Background: an optimization exercise with open tools, aiming at small area, a short achievable clock period and few clock cycles. Do not read the settings as production practice.
Function was checked by simulation only, so behaviour that the tests miss may differ from the original.
Power and IR drop assume default switching activity.

==> flow/design.v <==
module conv_engine (
    input  wire        clk,
    input  wire        rst,
    input  wire        kc_we,
    input  wire [5:0]  kc_idx,
    input  wire [15:0] kc_data,
    input  wire        start,
    input  wire [7:0]  ksel,
    input  wire [7:0]  kdim,
    input  wire [15:0] kdiv,
    input  wire [31:0] src_base,
    input  wire [31:0] dst_base,
    input  wire [15:0] width,
    input  wire [15:0] height,
    output reg         busy,
    output reg         done,
    output reg  [2:0]  err,
    output reg         mem_req,
    output reg         mem_we,
    output wire [31:0] mem_addr,
    output reg  [7:0]  mem_wdata,
    input  wire        mem_gnt,
    input  wire        mem_rvalid,
    input  wire [7:0]  mem_rdata
);
    localparam ST_IDLE = 2'd0;
    localparam ST_MUL  = 2'd1;
    localparam ST_CHK  = 2'd2;
    localparam ST_RUN  = 2'd3;
    localparam PH_LEAD = 2'd0;    
    localparam PH_MAIN = 2'd1;
    localparam PH_TAIL = 2'd2;    
    reg [783:0] kflat;
    reg [48:0]  kv;
    wire        kc_wen = kc_we && !busy && (kc_idx < 6'd49);
    genvar g;
    generate
        for (g = 0; g < 49; g = g + 1) begin : g_kc
            always @(posedge clk)
                if (kc_wen && kc_idx == g)
                    kflat[16*g +: 16] <= kc_data;
        end
    endgenerate
    always @(posedge clk) begin
        if (rst)
            kv <= 49'd0;
        else if (kc_wen)
            kv[kc_idx] <= 1'b1;
    end
    reg [1:0]  st;
    reg [15:0] Wr, Hr, Dr;
    reg [1:0]  kc;             
    reg [3:0]  cat;            
    reg        sh, dh;         
    reg [3:0]  mcnt;
    reg [20:0] np;             
    reg        nsat;           
    wire        bad_ksel  = (ksel > 8'd12);
    wire        bad_shape = (ksel == 8'd0) && (kdim == 8'd0 || !kdim[0] || kdim > 8'd7);
    wire        empty     = (width == 16'd0) || (height == 16'd0);
    wire [2:0]  e_pre     = bad_ksel ? 3'd3 : bad_shape ? 3'd1 : empty ? 3'd2 : 3'd0;
    reg  [15:0] d_new;
    always @(*) begin
        if (ksel == 8'd0)
            d_new = (kdiv == 16'd0) ? 16'd1 : kdiv;
        else case (ksel[3:0])
            4'd1:    d_new = 16'd16;
            4'd2:    d_new = 16'd9;
            4'd10:   d_new = 16'd9;
            4'd12:   d_new = 16'd10;
            default: d_new = 16'd1;
        endcase
    end
    reg [19:0] top;            
    reg [19:0] cbase;          
    reg [19:0] raddr;          
    reg [19:0] wp;             
    reg signed [16:0] ymr;     
    reg signed [16:0] t;       
    reg [2:0]  ti;             
    reg [15:0] cx;
    reg [1:0]  oc;
    reg [1:0]  ph;
    reg        rd_done;
    reg [1:0]  S;              
    reg [7:0]  O;
    reg        Ov;
    reg        hv0;
    reg        dbusy;
    reg [1:0]  dcnt;
    reg [24:0] rem;
    reg [7:0]  q;
    reg        fneg, fsat;
    reg [19:0] maddr;
    assign mem_addr = {12'd0, maddr};
    wire running  = (st == ST_RUN);
    wire adv      = !mem_req || mem_gnt;
    wire do_wr    = running && adv && Ov;
    wire col_st   = (ti == 3'd0);
    wire col_ok   = ((ph == PH_MAIN) && (cx >= {14'd0, kc})) ||
                    ((ph == PH_TAIL) && (({1'b0, Wr} + {15'd0, oc}) >= {15'd0, kc}));
    wire can_rd   = !rd_done && (!col_st || !col_ok || (S != 2'd2));
    wire do_rd    = running && adv && !Ov && can_rd;
    wire        last_ti = (ti == {kc, 1'b0});
    wire [16:0] t1      = t + 17'sd1;
    wire        t_in    = !t[16] && (t1 < {1'b0, Hr});
    wire [15:0] cx1     = cx + 16'd1;
    wire        cx_end  = (cx1 == Wr);
    wire        oc_end  = (oc == kc - 2'd1);
    wire [16:0] yl      = ymr + {15'd0, kc} + 17'd1;
    wire        row_end = ((ph == PH_TAIL) && oc_end) || ((ph == PH_MAIN) && cx_end && (kc == 2'd0));
    wire [19:0] top_nx  = top + (ymr[16] ? 20'd0 : {4'd0, Wr});
    reg [2:0]  ri;
    reg [15:0] rcx;
    reg [1:0]  roc;
    reg [1:0]  rph;
    wire        r_last   = (ri == {kc, 1'b0});
    wire        r_ok     = ((rph == PH_MAIN) && (rcx >= {14'd0, kc})) ||
                           ((rph == PH_TAIL) && (({1'b0, Wr} + {15'd0, roc}) >= {15'd0, kc}));
    wire [15:0] rcx1     = rcx + 16'd1;
    wire        rcx_end  = (rcx1 == Wr);
    wire        roc_end  = (roc == kc - 2'd1);
    wire        r_rowend = ((rph == PH_TAIL) && roc_end) || ((rph == PH_MAIN) && rcx_end && (kc == 2'd0));
    reg [15:0] ksel0;
    reg        kval0;
    reg [5:0]  csel0;
    reg [15:0] ksel1;
    reg        kval1;
    reg [5:0]  csel1;
    reg [15:0] ksel2;
    reg        kval2;
    reg [5:0]  csel2;
    reg [15:0] ksel3;
    reg        kval3;
    reg [15:0] ksel4;
    reg        kval4;
    reg [15:0] ksel5;
    reg        kval5;
    reg [15:0] ksel6;
    reg        kval6;
    always @(*) begin
        ksel0 = 16'd0;
        kval0 = 1'b0;
        case ({kc, ri})
            5'd0: begin ksel0 = kflat[0 +: 16]; kval0 = kv[0]; end
            5'd8: begin ksel0 = kflat[32 +: 16]; kval0 = kv[2]; end
            5'd9: begin ksel0 = kflat[80 +: 16]; kval0 = kv[5]; end
            5'd10: begin ksel0 = kflat[128 +: 16]; kval0 = kv[8]; end
            5'd16: begin ksel0 = kflat[64 +: 16]; kval0 = kv[4]; end
            5'd17: begin ksel0 = kflat[144 +: 16]; kval0 = kv[9]; end
            5'd18: begin ksel0 = kflat[224 +: 16]; kval0 = kv[14]; end
            5'd19: begin ksel0 = kflat[304 +: 16]; kval0 = kv[19]; end
            5'd20: begin ksel0 = kflat[384 +: 16]; kval0 = kv[24]; end
            5'd24: begin ksel0 = kflat[96 +: 16]; kval0 = kv[6]; end
            5'd25: begin ksel0 = kflat[208 +: 16]; kval0 = kv[13]; end
            5'd26: begin ksel0 = kflat[320 +: 16]; kval0 = kv[20]; end
            5'd27: begin ksel0 = kflat[432 +: 16]; kval0 = kv[27]; end
            5'd28: begin ksel0 = kflat[544 +: 16]; kval0 = kv[34]; end
            5'd29: begin ksel0 = kflat[656 +: 16]; kval0 = kv[41]; end
            5'd30: begin ksel0 = kflat[768 +: 16]; kval0 = kv[48]; end
            default: ;
        endcase
    end
    always @(*) begin
        csel0 = 6'd0;
        case ({cat, ri[1:0]})
            6'd4: csel0 = 6'd1;
            6'd5: csel0 = 6'd2;
            6'd6: csel0 = 6'd1;
            6'd8: csel0 = 6'd1;
            6'd9: csel0 = 6'd1;
            6'd10: csel0 = 6'd1;
            6'd12: csel0 = 6'd1;
            6'd13: csel0 = 6'd2;
            6'd14: csel0 = 6'd1;
            6'd16: csel0 = -6'd1;
            6'd18: csel0 = 6'd1;
            6'd21: csel0 = 6'd1;
            6'd24: csel0 = 6'd1;
            6'd25: csel0 = 6'd1;
            6'd26: csel0 = 6'd1;
            6'd28: csel0 = -6'd1;
            6'd30: csel0 = 6'd1;
            6'd33: csel0 = 6'd1;
            6'd34: csel0 = 6'd2;
            6'd37: csel0 = -6'd1;
            6'd40: csel0 = -6'd1;
            6'd41: csel0 = -6'd1;
            6'd42: csel0 = -6'd1;
            6'd44: csel0 = -6'd1;
            6'd45: csel0 = -6'd1;
            6'd46: csel0 = -6'd1;
            6'd48: csel0 = 6'd1;
            6'd49: csel0 = 6'd1;
            6'd50: csel0 = 6'd1;
            default: ;
        endcase
    end
    wire [15:0] coef0 = (cat != 4'd0) ? {{10{csel0[5]}}, csel0} : (kval0 ? ksel0 : 16'd0);
    always @(*) begin
        ksel1 = 16'd0;
        kval1 = 1'b0;
        case ({kc, ri})
            5'd8: begin ksel1 = kflat[16 +: 16]; kval1 = kv[1]; end
            5'd9: begin ksel1 = kflat[64 +: 16]; kval1 = kv[4]; end
            5'd10: begin ksel1 = kflat[112 +: 16]; kval1 = kv[7]; end
            5'd16: begin ksel1 = kflat[48 +: 16]; kval1 = kv[3]; end
            5'd17: begin ksel1 = kflat[128 +: 16]; kval1 = kv[8]; end
            5'd18: begin ksel1 = kflat[208 +: 16]; kval1 = kv[13]; end
            5'd19: begin ksel1 = kflat[288 +: 16]; kval1 = kv[18]; end
            5'd20: begin ksel1 = kflat[368 +: 16]; kval1 = kv[23]; end
            5'd24: begin ksel1 = kflat[80 +: 16]; kval1 = kv[5]; end
            5'd25: begin ksel1 = kflat[192 +: 16]; kval1 = kv[12]; end
            5'd26: begin ksel1 = kflat[304 +: 16]; kval1 = kv[19]; end
            5'd27: begin ksel1 = kflat[416 +: 16]; kval1 = kv[26]; end
            5'd28: begin ksel1 = kflat[528 +: 16]; kval1 = kv[33]; end
            5'd29: begin ksel1 = kflat[640 +: 16]; kval1 = kv[40]; end
            5'd30: begin ksel1 = kflat[752 +: 16]; kval1 = kv[47]; end
            default: ;
        endcase
    end
    always @(*) begin
        csel1 = 6'd0;
        case ({cat, ri[1:0]})
            6'd4: csel1 = 6'd2;
            6'd5: csel1 = 6'd4;
            6'd6: csel1 = 6'd2;
            6'd8: csel1 = 6'd1;
            6'd9: csel1 = 6'd1;
            6'd10: csel1 = 6'd1;
            6'd16: csel1 = -6'd2;
            6'd18: csel1 = 6'd2;
            6'd20: csel1 = 6'd1;
            6'd21: csel1 = -6'd4;
            6'd22: csel1 = 6'd1;
            6'd28: csel1 = -6'd1;
            6'd30: csel1 = 6'd1;
            6'd32: csel1 = -6'd1;
            6'd33: csel1 = 6'd1;
            6'd34: csel1 = 6'd1;
            6'd36: csel1 = -6'd1;
            6'd37: csel1 = 6'd5;
            6'd38: csel1 = -6'd1;
            6'd40: csel1 = -6'd1;
            6'd41: csel1 = 6'd17;
            6'd42: csel1 = -6'd1;
            6'd44: csel1 = -6'd1;
            6'd45: csel1 = 6'd8;
            6'd46: csel1 = -6'd1;
            6'd48: csel1 = 6'd1;
            6'd49: csel1 = 6'd2;
            6'd50: csel1 = 6'd1;
            default: ;
        endcase
    end
    wire [15:0] coef1 = (cat != 4'd0) ? {{10{csel1[5]}}, csel1} : (kval1 ? ksel1 : 16'd0);
    always @(*) begin
        ksel2 = 16'd0;
        kval2 = 1'b0;
        case ({kc, ri})
            5'd8: begin ksel2 = kflat[0 +: 16]; kval2 = kv[0]; end
            5'd9: begin ksel2 = kflat[48 +: 16]; kval2 = kv[3]; end
            5'd10: begin ksel2 = kflat[96 +: 16]; kval2 = kv[6]; end
            5'd16: begin ksel2 = kflat[32 +: 16]; kval2 = kv[2]; end
            5'd17: begin ksel2 = kflat[112 +: 16]; kval2 = kv[7]; end
            5'd18: begin ksel2 = kflat[192 +: 16]; kval2 = kv[12]; end
            5'd19: begin ksel2 = kflat[272 +: 16]; kval2 = kv[17]; end
            5'd20: begin ksel2 = kflat[352 +: 16]; kval2 = kv[22]; end
            5'd24: begin ksel2 = kflat[64 +: 16]; kval2 = kv[4]; end
            5'd25: begin ksel2 = kflat[176 +: 16]; kval2 = kv[11]; end
            5'd26: begin ksel2 = kflat[288 +: 16]; kval2 = kv[18]; end
            5'd27: begin ksel2 = kflat[400 +: 16]; kval2 = kv[25]; end
            5'd28: begin ksel2 = kflat[512 +: 16]; kval2 = kv[32]; end
            5'd29: begin ksel2 = kflat[624 +: 16]; kval2 = kv[39]; end
            5'd30: begin ksel2 = kflat[736 +: 16]; kval2 = kv[46]; end
            default: ;
        endcase
    end
    always @(*) begin
        csel2 = 6'd0;
        case ({cat, ri[1:0]})
            6'd4: csel2 = 6'd1;
            6'd5: csel2 = 6'd2;
            6'd6: csel2 = 6'd1;
            6'd8: csel2 = 6'd1;
            6'd9: csel2 = 6'd1;
            6'd10: csel2 = 6'd1;
            6'd12: csel2 = -6'd1;
            6'd13: csel2 = -6'd2;
            6'd14: csel2 = -6'd1;
            6'd16: csel2 = -6'd1;
            6'd18: csel2 = 6'd1;
            6'd21: csel2 = 6'd1;
            6'd24: csel2 = -6'd1;
            6'd25: csel2 = -6'd1;
            6'd26: csel2 = -6'd1;
            6'd28: csel2 = -6'd1;
            6'd30: csel2 = 6'd1;
            6'd32: csel2 = -6'd2;
            6'd33: csel2 = -6'd1;
            6'd37: csel2 = -6'd1;
            6'd40: csel2 = -6'd1;
            6'd41: csel2 = -6'd1;
            6'd42: csel2 = -6'd1;
            6'd44: csel2 = -6'd1;
            6'd45: csel2 = -6'd1;
            6'd46: csel2 = -6'd1;
            6'd48: csel2 = 6'd1;
            6'd49: csel2 = 6'd1;
            6'd50: csel2 = 6'd1;
            default: ;
        endcase
    end
    wire [15:0] coef2 = (cat != 4'd0) ? {{10{csel2[5]}}, csel2} : (kval2 ? ksel2 : 16'd0);
    always @(*) begin
        ksel3 = 16'd0;
        kval3 = 1'b0;
        case ({kc, ri})
            5'd16: begin ksel3 = kflat[16 +: 16]; kval3 = kv[1]; end
            5'd17: begin ksel3 = kflat[96 +: 16]; kval3 = kv[6]; end
            5'd18: begin ksel3 = kflat[176 +: 16]; kval3 = kv[11]; end
            5'd19: begin ksel3 = kflat[256 +: 16]; kval3 = kv[16]; end
            5'd20: begin ksel3 = kflat[336 +: 16]; kval3 = kv[21]; end
            5'd24: begin ksel3 = kflat[48 +: 16]; kval3 = kv[3]; end
            5'd25: begin ksel3 = kflat[160 +: 16]; kval3 = kv[10]; end
            5'd26: begin ksel3 = kflat[272 +: 16]; kval3 = kv[17]; end
            5'd27: begin ksel3 = kflat[384 +: 16]; kval3 = kv[24]; end
            5'd28: begin ksel3 = kflat[496 +: 16]; kval3 = kv[31]; end
            5'd29: begin ksel3 = kflat[608 +: 16]; kval3 = kv[38]; end
            5'd30: begin ksel3 = kflat[720 +: 16]; kval3 = kv[45]; end
            default: ;
        endcase
    end
    wire [15:0] coef3 = (cat == 4'd0 && kval3) ? ksel3 : 16'd0;
    always @(*) begin
        ksel4 = 16'd0;
        kval4 = 1'b0;
        case ({kc, ri})
            5'd16: begin ksel4 = kflat[0 +: 16]; kval4 = kv[0]; end
            5'd17: begin ksel4 = kflat[80 +: 16]; kval4 = kv[5]; end
            5'd18: begin ksel4 = kflat[160 +: 16]; kval4 = kv[10]; end
            5'd19: begin ksel4 = kflat[240 +: 16]; kval4 = kv[15]; end
            5'd20: begin ksel4 = kflat[320 +: 16]; kval4 = kv[20]; end
            5'd24: begin ksel4 = kflat[32 +: 16]; kval4 = kv[2]; end
            5'd25: begin ksel4 = kflat[144 +: 16]; kval4 = kv[9]; end
            5'd26: begin ksel4 = kflat[256 +: 16]; kval4 = kv[16]; end
            5'd27: begin ksel4 = kflat[368 +: 16]; kval4 = kv[23]; end
            5'd28: begin ksel4 = kflat[480 +: 16]; kval4 = kv[30]; end
            5'd29: begin ksel4 = kflat[592 +: 16]; kval4 = kv[37]; end
            5'd30: begin ksel4 = kflat[704 +: 16]; kval4 = kv[44]; end
            default: ;
        endcase
    end
    wire [15:0] coef4 = (cat == 4'd0 && kval4) ? ksel4 : 16'd0;
    always @(*) begin
        ksel5 = 16'd0;
        kval5 = 1'b0;
        case ({kc, ri})
            5'd24: begin ksel5 = kflat[16 +: 16]; kval5 = kv[1]; end
            5'd25: begin ksel5 = kflat[128 +: 16]; kval5 = kv[8]; end
            5'd26: begin ksel5 = kflat[240 +: 16]; kval5 = kv[15]; end
            5'd27: begin ksel5 = kflat[352 +: 16]; kval5 = kv[22]; end
            5'd28: begin ksel5 = kflat[464 +: 16]; kval5 = kv[29]; end
            5'd29: begin ksel5 = kflat[576 +: 16]; kval5 = kv[36]; end
            5'd30: begin ksel5 = kflat[688 +: 16]; kval5 = kv[43]; end
            default: ;
        endcase
    end
    wire [15:0] coef5 = (cat == 4'd0 && kval5) ? ksel5 : 16'd0;
    always @(*) begin
        ksel6 = 16'd0;
        kval6 = 1'b0;
        case ({kc, ri})
            5'd24: begin ksel6 = kflat[0 +: 16]; kval6 = kv[0]; end
            5'd25: begin ksel6 = kflat[112 +: 16]; kval6 = kv[7]; end
            5'd26: begin ksel6 = kflat[224 +: 16]; kval6 = kv[14]; end
            5'd27: begin ksel6 = kflat[336 +: 16]; kval6 = kv[21]; end
            5'd28: begin ksel6 = kflat[448 +: 16]; kval6 = kv[28]; end
            5'd29: begin ksel6 = kflat[560 +: 16]; kval6 = kv[35]; end
            5'd30: begin ksel6 = kflat[672 +: 16]; kval6 = kv[42]; end
            default: ;
        endcase
    end
    wire [15:0] coef6 = (cat == 4'd0 && kval6) ? ksel6 : 16'd0;
    reg [15:0] c0r, c1r, c2r, c3r, c4r, c5r, c6r;
    reg        v1, l1, ok1, re1;
    wire [9:0] pe = {1'b0, mem_rdata, 1'b0};
    reg  [3:0] b_one, b_two, b_neg;
    reg        b_p7;
    wire [3:0] e_one, e_two, e_neg;
    generate
        for (g = 0; g < 4; g = g + 1) begin : g_booth
            wire [2:0] t3 = pe[2*g +: 3];
            assign e_one[g] = mem_rvalid && (t3[0] ^ t3[1]);
            assign e_two[g] = mem_rvalid && ((t3 == 3'b011) || (t3 == 3'b100));
            assign e_neg[g] = mem_rvalid && t3[2];
        end
    endgenerate
    reg  [29:0] as0, as1, as2, as3, as4, as5, as6;
    reg  [29:0] ac0, ac1, ac2, ac3, ac4, ac5, ac6;
    wire [29:0] ys0, ys1, ys2, ys3, ys4, ys5, ys6;
    wire [29:0] yc0, yc1, yc2, yc3, yc4, yc5, yc6;
    mac_lane u_l0 (.c(c0r), .one(b_one), .two(b_two), .neg(b_neg), .p7(b_p7), .as(as0), .ac(ac0), .ys(ys0), .yc(yc0));
    mac_lane u_l1 (.c(c1r), .one(b_one), .two(b_two), .neg(b_neg), .p7(b_p7), .as(as1), .ac(ac1), .ys(ys1), .yc(yc1));
    mac_lane u_l2 (.c(c2r), .one(b_one), .two(b_two), .neg(b_neg), .p7(b_p7), .as(as2), .ac(ac2), .ys(ys2), .yc(yc2));
    mac_lane u_l3 (.c(c3r), .one(b_one), .two(b_two), .neg(b_neg), .p7(b_p7), .as(as3), .ac(ac3), .ys(ys3), .yc(yc3));
    mac_lane u_l4 (.c(c4r), .one(b_one), .two(b_two), .neg(b_neg), .p7(b_p7), .as(as4), .ac(ac4), .ys(ys4), .yc(yc4));
    mac_lane u_l5 (.c(c5r), .one(b_one), .two(b_two), .neg(b_neg), .p7(b_p7), .as(as5), .ac(ac5), .ys(ys5), .yc(yc5));
    mac_lane u_l6 (.c(c6r), .one(b_one), .two(b_two), .neg(b_neg), .p7(b_p7), .as(as6), .ac(ac6), .ys(ys6), .yc(yc6));
    wire [29:0] dhi = {15'd0, Dr[15:1]};
    reg  [29:0] As, Ac;
    reg         av;
    reg  [30:0] h0;
    wire push   = v1 && l1 && ok1;
    wire h_load = av && (!hv0 || pop);
    reg  [17:0] D3;                        
    wire [25:0] s1   = {1'b0, rem} - {3'd0, Dr, 7'd0};
    wire [25:0] s2   = {1'b0, rem} - {2'd0, Dr, 8'd0};
    wire [25:0] s3   = {1'b0, rem} - {1'b0, D3, 7'd0};
    wire        g1   = !s1[25];
    wire        g2   = !s2[25];
    wire        g3   = !s3[25];
    wire [1:0]  dig  = g3 ? 2'd3 : g2 ? 2'd2 : g1 ? 2'd1 : 2'd0;
    wire [22:0] rnew = g3 ? s3[22:0] : g2 ? s2[22:0] : g1 ? s1[22:0] : rem[22:0];
    wire        dlast = dbusy && (dcnt == 2'd3);
    wire        dfin  = dlast && !Ov;
    wire        pop   = hv0 && (!dbusy || dfin);
    wire        h_sat = (h0[29:25] != 5'd0) || (h0[24:0] >= {Dr, 9'd0});
    wire fin = running && rd_done && (S == 2'd0) && !dbusy && !Ov && !hv0 && !av &&
               mem_req && mem_we && mem_gnt;
    wire [21:0] np_nx  = {np, 1'b0} + {6'd0, (Hr[15] ? Wr : 16'd0)};
    wire [21:0] s_end  = {2'd0, top} + {1'b0, np};
    wire [21:0] d_end  = {2'd0, wp} + {1'b0, np};
    wire        bad_rng = nsat || sh || dh || (s_end > 22'h100000) || (d_end > 22'h100000);
    wire        ovl     = ({2'd0, top} < d_end) && ({2'd0, wp} < s_end);
    always @(posedge clk) begin
        if (rst) begin
            st      <= ST_IDLE;
            busy    <= 1'b0;
            done    <= 1'b0;
            err     <= 3'd0;
            mem_req <= 1'b0;
            mem_we  <= 1'b0;
            Ov      <= 1'b0;
            S       <= 2'd0;
            rd_done <= 1'b0;
        end else begin
            done <= 1'b0;
            case (st)
                ST_IDLE: begin
                    if (start) begin
                        err <= e_pre;
                        if (e_pre != 3'd0) begin
                            done <= 1'b1;
                        end else begin
                            busy <= 1'b1;
                            st   <= ST_MUL;
                        end
                        Wr   <= width;
                        Hr   <= height;
                        Dr   <= d_new;
                        kc   <= (ksel == 8'd0) ? kdim[2:1] : 2'd1;
                        cat  <= ksel[3:0];
                        top  <= src_base[19:0];
                        wp   <= dst_base[19:0];
                        sh   <= (src_base[31:20] != 12'd0);
                        dh   <= (dst_base[31:20] != 12'd0);
                        np   <= 21'd0;
                        nsat <= 1'b0;
                        mcnt <= 4'd0;
                    end
                end
                ST_MUL: begin
                    D3   <= {2'd0, Dr} + {1'b0, Dr, 1'b0};
                    np   <= np_nx[20:0];
                    nsat <= nsat | np_nx[21];
                    Hr   <= {Hr[14:0], Hr[15]};
                    mcnt <= mcnt + 4'd1;
                    if (mcnt == 4'd15)
                        st <= ST_CHK;
                end
                ST_CHK: begin
                    if (bad_rng || ovl) begin
                        err  <= bad_rng ? 3'd4 : 3'd5;
                        done <= 1'b1;
                        busy <= 1'b0;
                        st   <= ST_IDLE;
                    end else begin
                        st <= ST_RUN;
                    end
                    cbase   <= top;
                    raddr   <= top;
                    ymr     <= -$signed({15'd0, kc});
                    t       <= -$signed({15'd0, kc});
                    ti      <= 3'd0;
                    cx      <= 16'd0;
                    oc      <= 2'd0;
                    ph      <= (kc == 2'd0) ? PH_MAIN : PH_LEAD;
                    rd_done <= 1'b0;
                    S       <= 2'd0;
                end
                ST_RUN: begin
                    if (adv) begin
                        if (Ov) begin
                            mem_req   <= 1'b1;
                            mem_we    <= 1'b1;
                            maddr     <= wp;
                            mem_wdata <= O;
                            wp        <= wp + 20'd1;
                        end else if (can_rd) begin
                            mem_req <= 1'b1;
                            mem_we  <= 1'b0;
                            maddr   <= raddr;
                        end else begin
                            mem_req <= 1'b0;
                        end
                    end
                    if (do_rd) begin
                        if (!last_ti) begin
                            ti    <= ti + 3'd1;
                            t     <= t1;
                            raddr <= raddr + (t_in ? {4'd0, Wr} : 20'd0);
                        end else begin
                            ti <= 3'd0;
                            if (row_end) begin
                                ph    <= (kc == 2'd0) ? PH_MAIN : PH_LEAD;
                                oc    <= 2'd0;
                                cx    <= 16'd0;
                                ymr   <= ymr + 17'sd1;
                                t     <= ymr + 17'sd1;
                                top   <= top_nx;
                                cbase <= top_nx;
                                raddr <= top_nx;
                                if (yl == {1'b0, Hr})
                                    rd_done <= 1'b1;
                            end else begin
                                t <= ymr;
                                case (ph)
                                    PH_LEAD: begin
                                        raddr <= cbase;
                                        if (oc_end) begin
                                            ph <= PH_MAIN;
                                            oc <= 2'd0;
                                        end else
                                            oc <= oc + 2'd1;
                                    end
                                    PH_MAIN: begin
                                        if (cx_end) begin
                                            raddr <= cbase;
                                            ph    <= PH_TAIL;
                                            oc    <= 2'd0;
                                        end else begin
                                            raddr <= cbase + 20'd1;
                                            cbase <= cbase + 20'd1;
                                            cx    <= cx1;
                                        end
                                    end
                                    default: begin
                                        raddr <= cbase;
                                        oc    <= oc + 2'd1;
                                    end
                                endcase
                            end
                        end
                    end
                    S <= S + ((do_rd && col_st && col_ok) ? 2'd1 : 2'd0) - (pop ? 2'd1 : 2'd0);
                    if (do_wr)
                        Ov <= 1'b0;
                    else if (dfin)
                        Ov <= 1'b1;
                    if (fin) begin
                        done    <= 1'b1;
                        busy    <= 1'b0;
                        err     <= 3'd0;
                        st      <= ST_IDLE;
                        mem_req <= 1'b0;
                    end
                end
                default: st <= ST_IDLE;
            endcase
        end
    end
    always @(posedge clk)
        if (dfin)
            O <= fneg ? 8'd0 : fsat ? 8'd255 : {q[5:0], dig};
    always @(posedge clk) begin
        c0r <= coef0; c1r <= coef1; c2r <= coef2; c3r <= coef3;
        c4r <= coef4; c5r <= coef5; c6r <= coef6;
        b_one <= e_one;
        b_two <= e_two;
        b_neg <= e_neg;
        b_p7  <= mem_rvalid && mem_rdata[7];
        l1  <= r_last;
        ok1 <= r_ok;
        re1 <= r_last && r_rowend;
        if (rst)
            v1 <= 1'b0;
        else
            v1 <= mem_rvalid;
        if (st == ST_CHK) begin
            ri  <= 3'd0;
            rcx <= 16'd0;
            roc <= 2'd0;
            rph <= (kc == 2'd0) ? PH_MAIN : PH_LEAD;
        end else if (mem_rvalid) begin
            if (!r_last) begin
                ri <= ri + 3'd1;
            end else begin
                ri <= 3'd0;
                if (r_rowend) begin
                    rph <= (kc == 2'd0) ? PH_MAIN : PH_LEAD;
                    roc <= 2'd0;
                    rcx <= 16'd0;
                end else case (rph)
                    PH_LEAD: begin
                        if (roc_end) begin
                            rph <= PH_MAIN;
                            roc <= 2'd0;
                        end else
                            roc <= roc + 2'd1;
                    end
                    PH_MAIN: begin
                        if (rcx_end) begin
                            rph <= PH_TAIL;
                            roc <= 2'd0;
                        end else
                            rcx <= rcx1;
                    end
                    default: roc <= roc + 2'd1;
                endcase
            end
        end
    end
    always @(posedge clk) begin
        if (st == ST_CHK || (v1 && l1 && re1)) begin
            as0 <= dhi; as1 <= dhi; as2 <= dhi; as3 <= dhi; as4 <= dhi; as5 <= dhi; as6 <= dhi;
            ac0 <= 30'd0; ac1 <= 30'd0; ac2 <= 30'd0; ac3 <= 30'd0;
            ac4 <= 30'd0; ac5 <= 30'd0; ac6 <= 30'd0;
        end else if (v1 && l1) begin
            as0 <= ys1; as1 <= ys2; as2 <= ys3; as3 <= ys4; as4 <= ys5; as5 <= ys6; as6 <= dhi;
            ac0 <= yc1; ac1 <= yc2; ac2 <= yc3; ac3 <= yc4; ac4 <= yc5; ac5 <= yc6; ac6 <= 30'd0;
        end else begin
            as0 <= ys0; as1 <= ys1; as2 <= ys2; as3 <= ys3; as4 <= ys4; as5 <= ys5; as6 <= ys6;
            ac0 <= yc0; ac1 <= yc1; ac2 <= yc2; ac3 <= yc3; ac4 <= yc4; ac5 <= yc5; ac6 <= yc6;
        end
        if (push) begin
            As <= ys0;
            Ac <= yc0;
        end
        if (h_load)
            h0 <= {As + Ac, Dr[0]};
    end
    always @(posedge clk) begin
        if (rst || st == ST_CHK) begin
            hv0   <= 1'b0;
            av    <= 1'b0;
            dbusy <= 1'b0;
        end else begin
            av  <= push || (av && !h_load);
            hv0 <= h_load || (hv0 && !pop);
            if (pop) begin
                dbusy <= 1'b1;
                dcnt  <= 2'd0;
                rem   <= h0[24:0];
                fneg  <= h0[30];
                fsat  <= !h0[30] && h_sat;
                q     <= 8'd0;
            end else if (dbusy) begin
                if (dcnt != 2'd3) begin
                    rem  <= {rnew, 2'b00};
                    q    <= {q[5:0], dig};
                    dcnt <= dcnt + 2'd1;
                end else if (dfin) begin
                    dbusy <= 1'b0;
                end
            end
        end
    end
endmodule
module mac_lane (
    input  wire [15:0] c,
    input  wire [3:0]  one, two, neg,
    input  wire        p7,
    input  wire [29:0] as,
    input  wire [29:0] ac,
    output wire [29:0] ys,
    output wire [29:0] yc
);
    wire w1 = ((one[0] & c[0]) | (two[0] & 1'b0)) ^ neg[0];
    wire w2 = ((one[0] & c[1]) | (two[0] & c[0])) ^ neg[0];
    wire w3 = ((one[0] & c[2]) | (two[0] & c[1])) ^ neg[0];
    wire w4 = ((one[0] & c[3]) | (two[0] & c[2])) ^ neg[0];
    wire w5 = ((one[0] & c[4]) | (two[0] & c[3])) ^ neg[0];
    wire w6 = ((one[0] & c[5]) | (two[0] & c[4])) ^ neg[0];
    wire w7 = ((one[0] & c[6]) | (two[0] & c[5])) ^ neg[0];
    wire w8 = ((one[0] & c[7]) | (two[0] & c[6])) ^ neg[0];
    wire w9 = ((one[0] & c[8]) | (two[0] & c[7])) ^ neg[0];
    wire w10 = ((one[0] & c[9]) | (two[0] & c[8])) ^ neg[0];
    wire w11 = ((one[0] & c[10]) | (two[0] & c[9])) ^ neg[0];
    wire w12 = ((one[0] & c[11]) | (two[0] & c[10])) ^ neg[0];
    wire w13 = ((one[0] & c[12]) | (two[0] & c[11])) ^ neg[0];
    wire w14 = ((one[0] & c[13]) | (two[0] & c[12])) ^ neg[0];
    wire w15 = ((one[0] & c[14]) | (two[0] & c[13])) ^ neg[0];
    wire w16 = ((one[0] & c[15]) | (two[0] & c[14])) ^ neg[0];
    wire w17 = ((one[0] & c[15]) | (two[0] & c[15])) ^ neg[0];
    wire w18 = ((one[0] & c[15]) | (two[0] & c[15])) ^ neg[0];
    wire w19 = ~w18;
    wire w20 = ((one[1] & c[0]) | (two[1] & 1'b0)) ^ neg[1];
    wire w21 = ((one[1] & c[1]) | (two[1] & c[0])) ^ neg[1];
    wire w22 = ((one[1] & c[2]) | (two[1] & c[1])) ^ neg[1];
    wire w23 = ((one[1] & c[3]) | (two[1] & c[2])) ^ neg[1];
    wire w24 = ((one[1] & c[4]) | (two[1] & c[3])) ^ neg[1];
    wire w25 = ((one[1] & c[5]) | (two[1] & c[4])) ^ neg[1];
    wire w26 = ((one[1] & c[6]) | (two[1] & c[5])) ^ neg[1];
    wire w27 = ((one[1] & c[7]) | (two[1] & c[6])) ^ neg[1];
    wire w28 = ((one[1] & c[8]) | (two[1] & c[7])) ^ neg[1];
    wire w29 = ((one[1] & c[9]) | (two[1] & c[8])) ^ neg[1];
    wire w30 = ((one[1] & c[10]) | (two[1] & c[9])) ^ neg[1];
    wire w31 = ((one[1] & c[11]) | (two[1] & c[10])) ^ neg[1];
    wire w32 = ((one[1] & c[12]) | (two[1] & c[11])) ^ neg[1];
    wire w33 = ((one[1] & c[13]) | (two[1] & c[12])) ^ neg[1];
    wire w34 = ((one[1] & c[14]) | (two[1] & c[13])) ^ neg[1];
    wire w35 = ((one[1] & c[15]) | (two[1] & c[14])) ^ neg[1];
    wire w36 = ((one[1] & c[15]) | (two[1] & c[15])) ^ neg[1];
    wire w37 = ((one[1] & c[15]) | (two[1] & c[15])) ^ neg[1];
    wire w38 = ~w37;
    wire w39 = ((one[2] & c[0]) | (two[2] & 1'b0)) ^ neg[2];
    wire w40 = ((one[2] & c[1]) | (two[2] & c[0])) ^ neg[2];
    wire w41 = ((one[2] & c[2]) | (two[2] & c[1])) ^ neg[2];
    wire w42 = ((one[2] & c[3]) | (two[2] & c[2])) ^ neg[2];
    wire w43 = ((one[2] & c[4]) | (two[2] & c[3])) ^ neg[2];
    wire w44 = ((one[2] & c[5]) | (two[2] & c[4])) ^ neg[2];
    wire w45 = ((one[2] & c[6]) | (two[2] & c[5])) ^ neg[2];
    wire w46 = ((one[2] & c[7]) | (two[2] & c[6])) ^ neg[2];
    wire w47 = ((one[2] & c[8]) | (two[2] & c[7])) ^ neg[2];
    wire w48 = ((one[2] & c[9]) | (two[2] & c[8])) ^ neg[2];
    wire w49 = ((one[2] & c[10]) | (two[2] & c[9])) ^ neg[2];
    wire w50 = ((one[2] & c[11]) | (two[2] & c[10])) ^ neg[2];
    wire w51 = ((one[2] & c[12]) | (two[2] & c[11])) ^ neg[2];
    wire w52 = ((one[2] & c[13]) | (two[2] & c[12])) ^ neg[2];
    wire w53 = ((one[2] & c[14]) | (two[2] & c[13])) ^ neg[2];
    wire w54 = ((one[2] & c[15]) | (two[2] & c[14])) ^ neg[2];
    wire w55 = ((one[2] & c[15]) | (two[2] & c[15])) ^ neg[2];
    wire w56 = ((one[2] & c[15]) | (two[2] & c[15])) ^ neg[2];
    wire w57 = ~w56;
    wire w58 = ((one[3] & c[0]) | (two[3] & 1'b0)) ^ neg[3];
    wire w59 = ((one[3] & c[1]) | (two[3] & c[0])) ^ neg[3];
    wire w60 = ((one[3] & c[2]) | (two[3] & c[1])) ^ neg[3];
    wire w61 = ((one[3] & c[3]) | (two[3] & c[2])) ^ neg[3];
    wire w62 = ((one[3] & c[4]) | (two[3] & c[3])) ^ neg[3];
    wire w63 = ((one[3] & c[5]) | (two[3] & c[4])) ^ neg[3];
    wire w64 = ((one[3] & c[6]) | (two[3] & c[5])) ^ neg[3];
    wire w65 = ((one[3] & c[7]) | (two[3] & c[6])) ^ neg[3];
    wire w66 = ((one[3] & c[8]) | (two[3] & c[7])) ^ neg[3];
    wire w67 = ((one[3] & c[9]) | (two[3] & c[8])) ^ neg[3];
    wire w68 = ((one[3] & c[10]) | (two[3] & c[9])) ^ neg[3];
    wire w69 = ((one[3] & c[11]) | (two[3] & c[10])) ^ neg[3];
    wire w70 = ((one[3] & c[12]) | (two[3] & c[11])) ^ neg[3];
    wire w71 = ((one[3] & c[13]) | (two[3] & c[12])) ^ neg[3];
    wire w72 = ((one[3] & c[14]) | (two[3] & c[13])) ^ neg[3];
    wire w73 = ((one[3] & c[15]) | (two[3] & c[14])) ^ neg[3];
    wire w74 = ((one[3] & c[15]) | (two[3] & c[15])) ^ neg[3];
    wire w75 = ((one[3] & c[15]) | (two[3] & c[15])) ^ neg[3];
    wire w76 = ~w75;
    wire w77 = p7 & c[0];
    wire w78 = p7 & c[1];
    wire w79 = p7 & c[2];
    wire w80 = p7 & c[3];
    wire w81 = p7 & c[4];
    wire w82 = p7 & c[5];
    wire w83 = p7 & c[6];
    wire w84 = p7 & c[7];
    wire w85 = p7 & c[8];
    wire w86 = p7 & c[9];
    wire w87 = p7 & c[10];
    wire w88 = p7 & c[11];
    wire w89 = p7 & c[12];
    wire w90 = p7 & c[13];
    wire w91 = p7 & c[14];
    wire w92 = p7 & c[15];
    wire w93 = ~w92;
    wire w94 = w7 ^ w24;
    wire w95 = w7 & w24;
    wire w96 = w8 ^ w25;
    wire w97 = w8 & w25;
    wire w98 = w9 ^ w26 ^ w43;
    wire w99 = (w9 & w26) | (w9 & w43) | (w26 & w43);
    wire w100 = w10 ^ w27 ^ w44;
    wire w101 = (w10 & w27) | (w10 & w44) | (w27 & w44);
    wire w102 = w11 ^ w28 ^ w45;
    wire w103 = (w11 & w28) | (w11 & w45) | (w28 & w45);
    wire w104 = w12 ^ w29 ^ w46;
    wire w105 = (w12 & w29) | (w12 & w46) | (w29 & w46);
    wire w106 = w13 ^ w30 ^ w47;
    wire w107 = (w13 & w30) | (w13 & w47) | (w30 & w47);
    wire w108 = w14 ^ w31 ^ w48;
    wire w109 = (w14 & w31) | (w14 & w48) | (w31 & w48);
    wire w110 = w15 ^ w32 ^ w49;
    wire w111 = (w15 & w32) | (w15 & w49) | (w32 & w49);
    wire w112 = w16 ^ w33 ^ w50;
    wire w113 = (w16 & w33) | (w16 & w50) | (w33 & w50);
    wire w114 = w17 ^ w34 ^ w51;
    wire w115 = (w17 & w34) | (w17 & w51) | (w34 & w51);
    wire w116 = w19 ^ w35 ^ w52;
    wire w117 = (w19 & w35) | (w19 & w52) | (w35 & w52);
    wire w118 = w69 ^ w86;
    wire w119 = w69 & w86;
    wire w120 = w36 ^ w53 ^ w70;
    wire w121 = (w36 & w53) | (w36 & w70) | (w53 & w70);
    wire w122 = w87 ^ as[18];
    wire w123 = w87 & as[18];
    wire w124 = w38 ^ w54 ^ w71;
    wire w125 = (w38 & w54) | (w38 & w71) | (w54 & w71);
    wire w126 = w55 ^ w72;
    wire w127 = w55 & w72;
    wire w128 = w3 ^ w20;
    wire w129 = w3 & w20;
    wire w130 = w4 ^ w21;
    wire w131 = w4 & w21;
    wire w132 = w5 ^ w22 ^ w39;
    wire w133 = (w5 & w22) | (w5 & w39) | (w22 & w39);
    wire w134 = neg[2] ^ as[4];
    wire w135 = neg[2] & as[4];
    wire w136 = w6 ^ w23 ^ w40;
    wire w137 = (w6 & w23) | (w6 & w40) | (w23 & w40);
    wire w138 = as[5] ^ ac[5];
    wire w139 = as[5] & ac[5];
    wire w140 = w94 ^ w41 ^ w58;
    wire w141 = (w94 & w41) | (w94 & w58) | (w41 & w58);
    wire w142 = neg[3] ^ as[6] ^ ac[6];
    wire w143 = (neg[3] & as[6]) | (neg[3] & ac[6]) | (as[6] & ac[6]);
    wire w144 = w95 ^ w96 ^ w42;
    wire w145 = (w95 & w96) | (w95 & w42) | (w96 & w42);
    wire w146 = w59 ^ as[7] ^ ac[7];
    wire w147 = (w59 & as[7]) | (w59 & ac[7]) | (as[7] & ac[7]);
    wire w148 = w97 ^ w98 ^ w60;
    wire w149 = (w97 & w98) | (w97 & w60) | (w98 & w60);
    wire w150 = w77 ^ as[8] ^ ac[8];
    wire w151 = (w77 & as[8]) | (w77 & ac[8]) | (as[8] & ac[8]);
    wire w152 = w99 ^ w100 ^ w61;
    wire w153 = (w99 & w100) | (w99 & w61) | (w100 & w61);
    wire w154 = w78 ^ as[9] ^ ac[9];
    wire w155 = (w78 & as[9]) | (w78 & ac[9]) | (as[9] & ac[9]);
    wire w156 = w101 ^ w102 ^ w62;
    wire w157 = (w101 & w102) | (w101 & w62) | (w102 & w62);
    wire w158 = w79 ^ as[10] ^ ac[10];
    wire w159 = (w79 & as[10]) | (w79 & ac[10]) | (as[10] & ac[10]);
    wire w160 = w103 ^ w104 ^ w63;
    wire w161 = (w103 & w104) | (w103 & w63) | (w104 & w63);
    wire w162 = w80 ^ as[11] ^ ac[11];
    wire w163 = (w80 & as[11]) | (w80 & ac[11]) | (as[11] & ac[11]);
    wire w164 = w105 ^ w106 ^ w64;
    wire w165 = (w105 & w106) | (w105 & w64) | (w106 & w64);
    wire w166 = w81 ^ as[12] ^ ac[12];
    wire w167 = (w81 & as[12]) | (w81 & ac[12]) | (as[12] & ac[12]);
    wire w168 = w107 ^ w108 ^ w65;
    wire w169 = (w107 & w108) | (w107 & w65) | (w108 & w65);
    wire w170 = w82 ^ as[13] ^ ac[13];
    wire w171 = (w82 & as[13]) | (w82 & ac[13]) | (as[13] & ac[13]);
    wire w172 = w109 ^ w110 ^ w66;
    wire w173 = (w109 & w110) | (w109 & w66) | (w110 & w66);
    wire w174 = w83 ^ as[14] ^ ac[14];
    wire w175 = (w83 & as[14]) | (w83 & ac[14]) | (as[14] & ac[14]);
    wire w176 = w111 ^ w112 ^ w67;
    wire w177 = (w111 & w112) | (w111 & w67) | (w112 & w67);
    wire w178 = w84 ^ as[15] ^ ac[15];
    wire w179 = (w84 & as[15]) | (w84 & ac[15]) | (as[15] & ac[15]);
    wire w180 = w113 ^ w114 ^ w68;
    wire w181 = (w113 & w114) | (w113 & w68) | (w114 & w68);
    wire w182 = w85 ^ as[16] ^ ac[16];
    wire w183 = (w85 & as[16]) | (w85 & ac[16]) | (as[16] & ac[16]);
    wire w184 = w115 ^ w116 ^ w118;
    wire w185 = (w115 & w116) | (w115 & w118) | (w116 & w118);
    wire w186 = as[17] ^ ac[17] ^ 1'b1;
    wire w187 = (as[17] & ac[17]) | (as[17] & 1'b1) | (ac[17] & 1'b1);
    wire w188 = w117 ^ w119 ^ w120;
    wire w189 = (w117 & w119) | (w117 & w120) | (w119 & w120);
    wire w190 = w122 ^ ac[18] ^ 1'b1;
    wire w191 = (w122 & ac[18]) | (w122 & 1'b1) | (ac[18] & 1'b1);
    wire w192 = w121 ^ w123 ^ w124;
    wire w193 = (w121 & w123) | (w121 & w124) | (w123 & w124);
    wire w194 = w88 ^ as[19] ^ ac[19];
    wire w195 = (w88 & as[19]) | (w88 & ac[19]) | (as[19] & ac[19]);
    wire w196 = w125 ^ w126 ^ w89;
    wire w197 = (w125 & w126) | (w125 & w89) | (w126 & w89);
    wire w198 = as[20] ^ ac[20] ^ 1'b1;
    wire w199 = (as[20] & ac[20]) | (as[20] & 1'b1) | (ac[20] & 1'b1);
    wire w200 = w127 ^ w57 ^ w73;
    wire w201 = (w127 & w57) | (w127 & w73) | (w57 & w73);
    wire w202 = w90 ^ as[21] ^ ac[21];
    wire w203 = (w90 & as[21]) | (w90 & ac[21]) | (as[21] & ac[21]);
    wire w204 = w74 ^ w91 ^ as[22];
    wire w205 = (w74 & w91) | (w74 & as[22]) | (w91 & as[22]);
    wire w206 = ac[22] ^ 1'b1;
    wire w207 = ac[22] & 1'b1;
    wire w208 = w76 ^ w93 ^ as[23];
    wire w209 = (w76 & w93) | (w76 & as[23]) | (w93 & as[23]);
    wire w210 = ac[23] ^ 1'b1;
    wire w211 = ac[23] & 1'b1;
    wire w212 = w1 ^ neg[0];
    wire w213 = w1 & neg[0];
    wire w214 = w2 ^ as[1];
    wire w215 = w2 & as[1];
    wire w216 = w128 ^ neg[1] ^ as[2];
    wire w217 = (w128 & neg[1]) | (w128 & as[2]) | (neg[1] & as[2]);
    wire w218 = w129 ^ w130 ^ as[3];
    wire w219 = (w129 & w130) | (w129 & as[3]) | (w130 & as[3]);
    wire w220 = w131 ^ w132 ^ w134;
    wire w221 = (w131 & w132) | (w131 & w134) | (w132 & w134);
    wire w222 = w133 ^ w135 ^ w136;
    wire w223 = (w133 & w135) | (w133 & w136) | (w135 & w136);
    wire w224 = w137 ^ w139 ^ w140;
    wire w225 = (w137 & w139) | (w137 & w140) | (w139 & w140);
    wire w226 = w141 ^ w143 ^ w144;
    wire w227 = (w141 & w143) | (w141 & w144) | (w143 & w144);
    wire w228 = w145 ^ w147 ^ w148;
    wire w229 = (w145 & w147) | (w145 & w148) | (w147 & w148);
    wire w230 = w149 ^ w151 ^ w152;
    wire w231 = (w149 & w151) | (w149 & w152) | (w151 & w152);
    wire w232 = w153 ^ w155 ^ w156;
    wire w233 = (w153 & w155) | (w153 & w156) | (w155 & w156);
    wire w234 = w157 ^ w159 ^ w160;
    wire w235 = (w157 & w159) | (w157 & w160) | (w159 & w160);
    wire w236 = w161 ^ w163 ^ w164;
    wire w237 = (w161 & w163) | (w161 & w164) | (w163 & w164);
    wire w238 = w165 ^ w167 ^ w168;
    wire w239 = (w165 & w167) | (w165 & w168) | (w167 & w168);
    wire w240 = w169 ^ w171 ^ w172;
    wire w241 = (w169 & w171) | (w169 & w172) | (w171 & w172);
    wire w242 = w173 ^ w175 ^ w176;
    wire w243 = (w173 & w175) | (w173 & w176) | (w175 & w176);
    wire w244 = w177 ^ w179 ^ w180;
    wire w245 = (w177 & w179) | (w177 & w180) | (w179 & w180);
    wire w246 = w181 ^ w183 ^ w184;
    wire w247 = (w181 & w183) | (w181 & w184) | (w183 & w184);
    wire w248 = w185 ^ w187 ^ w188;
    wire w249 = (w185 & w187) | (w185 & w188) | (w187 & w188);
    wire w250 = w189 ^ w191 ^ w192;
    wire w251 = (w189 & w191) | (w189 & w192) | (w191 & w192);
    wire w252 = w193 ^ w195 ^ w196;
    wire w253 = (w193 & w195) | (w193 & w196) | (w195 & w196);
    wire w254 = w197 ^ w199 ^ w200;
    wire w255 = (w197 & w199) | (w197 & w200) | (w199 & w200);
    wire w256 = w201 ^ w203 ^ w204;
    wire w257 = (w201 & w203) | (w201 & w204) | (w203 & w204);
    wire w258 = w205 ^ w207 ^ w208;
    wire w259 = (w205 & w207) | (w205 & w208) | (w207 & w208);
    wire w260 = w209 ^ w211 ^ as[24];
    wire w261 = (w209 & w211) | (w209 & as[24]) | (w211 & as[24]);
    wire w262 = as[25] ^ ac[25];
    wire w263 = as[25] & ac[25];
    wire w264 = as[26] ^ ac[26];
    wire w265 = as[26] & ac[26];
    wire w266 = as[27] ^ ac[27];
    wire w267 = as[27] & ac[27];
    wire w268 = as[28] ^ ac[28];
    wire w269 = as[28] & ac[28];
    wire w270 = as[29] ^ ac[29];
    wire w271 = as[29] & ac[29];
    wire w272 = w212 ^ as[0];
    wire w273 = w212 & as[0];
    wire w274 = w213 ^ w214 ^ ac[1];
    wire w275 = (w213 & w214) | (w213 & ac[1]) | (w214 & ac[1]);
    wire w276 = w215 ^ w216 ^ ac[2];
    wire w277 = (w215 & w216) | (w215 & ac[2]) | (w216 & ac[2]);
    wire w278 = w217 ^ w218 ^ ac[3];
    wire w279 = (w217 & w218) | (w217 & ac[3]) | (w218 & ac[3]);
    wire w280 = w219 ^ w220 ^ ac[4];
    wire w281 = (w219 & w220) | (w219 & ac[4]) | (w220 & ac[4]);
    wire w282 = w221 ^ w222 ^ w138;
    wire w283 = (w221 & w222) | (w221 & w138) | (w222 & w138);
    wire w284 = w223 ^ w224 ^ w142;
    wire w285 = (w223 & w224) | (w223 & w142) | (w224 & w142);
    wire w286 = w225 ^ w226 ^ w146;
    wire w287 = (w225 & w226) | (w225 & w146) | (w226 & w146);
    wire w288 = w227 ^ w228 ^ w150;
    wire w289 = (w227 & w228) | (w227 & w150) | (w228 & w150);
    wire w290 = w229 ^ w230 ^ w154;
    wire w291 = (w229 & w230) | (w229 & w154) | (w230 & w154);
    wire w292 = w231 ^ w232 ^ w158;
    wire w293 = (w231 & w232) | (w231 & w158) | (w232 & w158);
    wire w294 = w233 ^ w234 ^ w162;
    wire w295 = (w233 & w234) | (w233 & w162) | (w234 & w162);
    wire w296 = w235 ^ w236 ^ w166;
    wire w297 = (w235 & w236) | (w235 & w166) | (w236 & w166);
    wire w298 = w237 ^ w238 ^ w170;
    wire w299 = (w237 & w238) | (w237 & w170) | (w238 & w170);
    wire w300 = w239 ^ w240 ^ w174;
    wire w301 = (w239 & w240) | (w239 & w174) | (w240 & w174);
    wire w302 = w241 ^ w242 ^ w178;
    wire w303 = (w241 & w242) | (w241 & w178) | (w242 & w178);
    wire w304 = w243 ^ w244 ^ w182;
    wire w305 = (w243 & w244) | (w243 & w182) | (w244 & w182);
    wire w306 = w245 ^ w246 ^ w186;
    wire w307 = (w245 & w246) | (w245 & w186) | (w246 & w186);
    wire w308 = w247 ^ w248 ^ w190;
    wire w309 = (w247 & w248) | (w247 & w190) | (w248 & w190);
    wire w310 = w249 ^ w250 ^ w194;
    wire w311 = (w249 & w250) | (w249 & w194) | (w250 & w194);
    wire w312 = w251 ^ w252 ^ w198;
    wire w313 = (w251 & w252) | (w251 & w198) | (w252 & w198);
    wire w314 = w253 ^ w254 ^ w202;
    wire w315 = (w253 & w254) | (w253 & w202) | (w254 & w202);
    wire w316 = w255 ^ w256 ^ w206;
    wire w317 = (w255 & w256) | (w255 & w206) | (w256 & w206);
    wire w318 = w257 ^ w258 ^ w210;
    wire w319 = (w257 & w258) | (w257 & w210) | (w258 & w210);
    wire w320 = w259 ^ w260 ^ ac[24];
    wire w321 = (w259 & w260) | (w259 & ac[24]) | (w260 & ac[24]);
    wire w322 = w261 ^ w262 ^ 1'b1;
    wire w323 = (w261 & w262) | (w261 & 1'b1) | (w262 & 1'b1);
    wire w324 = w263 ^ w264 ^ 1'b1;
    wire w325 = (w263 & w264) | (w263 & 1'b1) | (w264 & 1'b1);
    wire w326 = w265 ^ w266 ^ 1'b1;
    wire w327 = (w265 & w266) | (w265 & 1'b1) | (w266 & 1'b1);
    wire w328 = w267 ^ w268 ^ 1'b1;
    wire w329 = (w267 & w268) | (w267 & 1'b1) | (w268 & 1'b1);
    wire w330 = w269 ^ w270 ^ 1'b1;
    wire w331 = (w269 & w270) | (w269 & 1'b1) | (w270 & 1'b1);
    wire [29:0] ra = {w329, w327, w325, w323, w321, w319, w317, w315, w313, w311, w309, w307, w305, w303, w301, w299, w297, w295, w293, w291, w289, w287, w285, w283, w281, w279, w277, w275, w273, w272};
    wire [29:0] rb = {w330, w328, w326, w324, w322, w320, w318, w316, w314, w312, w310, w308, w306, w304, w302, w300, w298, w296, w294, w292, w290, w288, w286, w284, w282, w280, w278, w276, w274, ac[0]};
    assign ys = ra;
    assign yc = rb;
endmodule
==> flow/flow/run.sh <==
#!/bin/bash
# The standard layout (the standard.sh, unchanged synthesis and steps),
# with ORFS's timing repair asked to keep a setup margin, so that it sizes
# and buffers paths well below the design's clock period.
set -euo pipefail
bash standard.sh SETUP_SLACK_MARGIN=10.5 finish > flow_make.log 2>&1
==> flow/standard.sh <==
#!/bin/bash
# synth_recipe.tcl (not shown) runs the flow's synth.tcl, then flattens the netlist and writes it again
# the make line also repeats each setting of config.mk as NAME=value (left out here)
make -C /OpenROAD-flow-scripts/flow DESIGN_CONFIG=/design/flow/config.mk WORK_HOME=/design/flow/orfs CLKGATE_MAP_FILE= SYNTH_SCRIPT=/design/flow/synth_recipe.tcl "${@:-finish}"
==> flow/config.mk <==
export PLATFORM = sky130hd
export DESIGN_NAME = conv_engine
export DESIGN_NICKNAME = conv_engine
export VERILOG_FILES = /design/flow/design.v
export SDC_FILE = /design/flow/constraint.sdc
export NUM_CORES = 4
export LEC_CHECK = 0
export CAP_MARGIN = 20
export CORE_MARGIN = 2
export CORE_UTILIZATION = 40
export SLEW_MARGIN = 20
==> flow/constraint.sdc <==
create_clock -name core_clock -period 16.0 [get_ports {clk}]
set_input_delay 3.2000 -clock core_clock [delete_from_list [all_inputs] [get_ports {clk}]]
set_output_delay 3.2000 -clock core_clock [all_outputs]
set_load 0.01 [all_outputs]
==> impl_metrics.env <==
export IMPL_clk_pin_slew_ns=0.07
export IMPL_synth_edf_count=1184
export IMPL_yosysWarnings=1
export IMPL_cp_max_fo=16
export IMPL_wl_um=438000
export IMPL_start_util_pct=40.2
export IMPL_htreeDepth=4
export IMPL_worstPathCellList="clkdlybuf4s50_1 > inv_1 > ha_1 > nand3_1 > nor2_4"
export IMPL_postSynthCellCount=10691
export IMPL_viasPerCell=6.11
export IMPL_grt_pass1_wl_um=624000
export IMPL_layout_min_cycle_time_ns=5.50
export IMPL_final_max_slew_viol_count=0
export IMPL_timing_fmax_ghz=0.182
export IMPL_ctsHoldBuffers=0
export IMPL_fin_crit_sh_pct=34.4
export IMPL_fin_skew_ns=0.110
export IMPL_post_dp_hpwl_um=312000
export IMPL_max_cap_violations=0
export IMPL_num_vias=88161
export IMPL_ant_nets=0
export IMPL_async_reset_ff_share_pct=0
export IMPL_clock_path_buffers=4
export IMPL_ys_ff_latch=1811
export IMPL_cpPeakStageDelay_ns=0.88
export IMPL_cp_required_ns=16.54
export IMPL_layoutNonFillerInstCount=14428
export IMPL_final_nets=11812
export IMPL_drc_errors=0
export IMPL_path_buf_inv=2
export IMPL_overflow=0
export IMPL_grt_max_degree=108
export IMPL_cts_tree="built"
export IMPL_design_portCount=211
export IMPL_end_kind="register"
export IMPL_synth_flop_cell="edfxtp_1"
export IMPL_arrival_ns=6.04
export IMPL_cts_buffers=209
export IMPL_drt_wirelength_per_cell_um=30.3
export IMPL_synth_distinct_cells=104
export IMPL_syn_to_final_growth_pct=11.9
export IMPL_place_gp_congestion=1.05
export IMPL_syn_avg_cell_area_um2=10.4
export IMPL_firstDrtPassIters=10
export IMPL_dieArea_um2=282000
export IMPL_critical_path_top_delay_family="simple AND/OR/NAND/NOR gates"
export IMPL_place_area_um2=117000
export IMPL_timing_slew_headroom_pct=9.43
export IMPL_grt_pass1_vias=86736
export IMPL_worstHoldStart="O[6]"
export IMPL_critPathKind="input port to register"
export IMPL_cts_root_buf="clkbuf_16"
export IMPL_rsz0062_at_grt="yes"
export IMPL_syn_area_um2=111000
export IMPL_whs_ns=0.404
export IMPL_dieWidth_um=531
export IMPL_clock_latency_ns=0.95
export IMPL_die_h_um=531
export IMPL_crit_slowest_cell="nand3_1"
export IMPL_dpl_cell_count=13999
export IMPL_drtIter0Drc=12530
export IMPL_postLayoutCellArea_um2=124000
export IMPL_status="finished clean"
export IMPL_peakVddDrop_uv=104
export IMPL_grt_usage_pct=30.5
export IMPL_ys_seq_area_share_pct=43.3
export IMPL_setup_viol=0
export IMPL_layout_drive_gt1_share_pct=7.32
export IMPL_antenna_found_initial=39
export IMPL_p_leak_nw=46.1
export IMPL_start_kind="input port"
export IMPL_portBuffers=198
export IMPL_placementRows=193
export IMPL_cts_sinks=1811
export IMPL_tns_ns=0
export IMPL_critPathLaunch="kc_idx[0]"
export IMPL_coreArea_um2=276000
export IMPL_worst_pin_slew_ns=1.34
export IMPL_p_per_area_nw_per_um2=156
export IMPL_hold_path_class="register to register"
export IMPL_hold_violations=0
export IMPL_rr_startpoint="t[2]"
-- path summary, 6_finish.rpt --
| check | slack (ns) | cells past startpoint | endpoint |
|---|---|---|---|
| setup / recovery | 10.50 | 5 | kflat[239] |
| hold / removal | 0.40 | 0 | mem_wdata[6] |
| setup reg to reg | 10.64 | 24 | raddr[18] |
| hold reg to reg | 0.40 | 0 | mem_wdata[6] |
-- per-layer routing --
| layer | vias up | GRT usage, % | share of wire [%] |
|---|---|---|---|
| met5 | - | 0.342 | 0.053 |
| met4 | 20 | 16.2 | 6.2 |
| met3 | 1108 | 9.71 | 12 |
| met2 | 5508 | 45.6 | 43 |
| met1 | 44064 | 39.2 | 38 |
| li1 | 37461 | - | - |
-- through the flow --
stage | worst slack (ns) | power [mW] | utilization [%]
after floorplan | 10.18 | 11.6 | -
after global placement | 8.95 | 14.1 | 42.2
after detailed placement | 8.85 | 14.3 | 42.2
after CTS | 10.44 | 19.3 | 44.9
after global routing | 10.37 | 20.6 | 45.0
final | 10.50 | 19.4 | 45.0
-- Yosys cell counts (105+ instances only) --
cell type | count | share of area (%)
dfxtp_1 | 627 | 11
xnor2_1 | 443 | 3.5
fa_1 | 650 | 12
clkbuf_1 | 613 | 2.1
and3_1 | 189 | 1.1
xor2_1 | 340 | 2.7
nand2_1 | 1144 | 3.9
a31oi_1 | 211 | 1.2
edfxtp_1 | 1184 | 32
ha_1 | 465 | 5.2
o21ai_0 | 255 | 1.1
inv_1 | 1038 | 3.5
a222oi_1 | 117 | 1.1
nor2_1 | 492 | 1.7
nand3_1 | 133 | 0.60
buf_1 | 106 | 0.36
and2_1 | 158 | 0.89
a22oi_1 | 745 | 5.0
a21oi_1 | 477 | 2.1
nor3_1 | 105 | 0.47
-- cells in the final DEF, fill, tap and decap left out, drive strengths merged, types with 60 or more instances in the layout --
cell | synthesis | routed
buf | 134 | 174
nor2 | 492 | 492
dfxtp | 627 | 627
nor2b | 69 | 69
and2 | 158 | 158
a211oi | 64 | 64
a22o | 77 | 77
nor4 | 71 | 71
a221oi | 76 | 76
mux2 | 60 | 60
nand2 | 1144 | 1144
inv | 1039 | 1044
fa | 650 | 650
clkbuf | 617 | 283
xor2 | 340 | 340
nor3 | 109 | 109
edfxtp | 1184 | 1184
a21o | 68 | 68
nand4 | 97 | 97
a21oi | 479 | 479
xnor2 | 444 | 444
nand3 | 134 | 134
ha | 465 | 465
clkdlybuf4s50 | 0 | 197
a222oi | 117 | 117
and3 | 192 | 192
clkinv | 3 | 60
o21ai | 264 | 264
a22oi | 745 | 745
a31oi | 211 | 211
-- report_power, final --
part | internal (mW) | total, mW | switching (mW)
clock | 2.97 | 5.05 | 2.08
combinational | 3.30 | 8.02 | 4.71
sequential | 5.81 | 6.28 | 0.470
total | 12.1 | 19.4 | 7.26
-- what timing repair did --
item	in CTS	in global routing
resized for setup	50	22
pin swaps	14	11
setup buffers	17	9
endpoints found under the setup margin	507	125
-- area by class of cell --
type / instances / area (um2)
antenna: 19 / 47.5
multi-input combinational: 7098 / 57100
sequential: 1811 / 48200
timing repair buffer: 371 / 3450
fill: 25874 / 152000
inverter: 1042 / 3910
clock inverter: 99 / 1180
clock buffer: 283 / 5910
tap: 3705 / 4640
-- logic make-up (layout without fill, tap and decap cells) --
logic type	Yosys count	in the layout	synth area share, %
AND/OR/NAND/NOR	2666	2666	11.3
XOR/XNOR	786	786	6.22
other	1	31	0.00337
flip-flops	1811	1811	43.3
adder cells (fa/ha/maj)	1122	1122	17.0
AO/OA/AOI/OAI	2401	2401	15.0
multiplexers	111	111	1.07
buffers and inverters	1793	1795	6.14
-- sequential cells by signal, indices dropped and copies added, names as in the netlist, 30 cells and up --
register / count
kflat: 784
kv: 49
h0: 31
As: 30
as0: 30
as1: 30
as2: 30
as3: 30
as4: 30
as5: 30
as6: 30
Testbench counts, summed over its fixed seeds: cycles 146,920.

==> re-timing with driven ports <==
The results above use ideal ports. As a check the final layout listed here was re-extracted and re-timed, cells and wires unchanged.
Step 1, drivers: a clkbuf_16 drives clk and a buf_2 each remaining input, both assumed.
Step 2 also shifts input and output timing later by t, the mid clock arrival at the registers, as if the neighbouring blocks saw the same clock.
a / b / c = ideal ports / drivers / drivers and shift; a / b = the first two.
t (ns): 0.972
slack for setup (ns): 10.497 / 10.551 / 9.579
slew at the worst register clock pin (ns): 0.07 / 0.07
worst slew at a driven data input, ns: 0.06
cell pins on the clock port's net: 1
After both steps setup and hold are still met in this run. For this run, drivers alone change the setup slack by +0.054 ns; drivers and shift together by -0.918 ns.
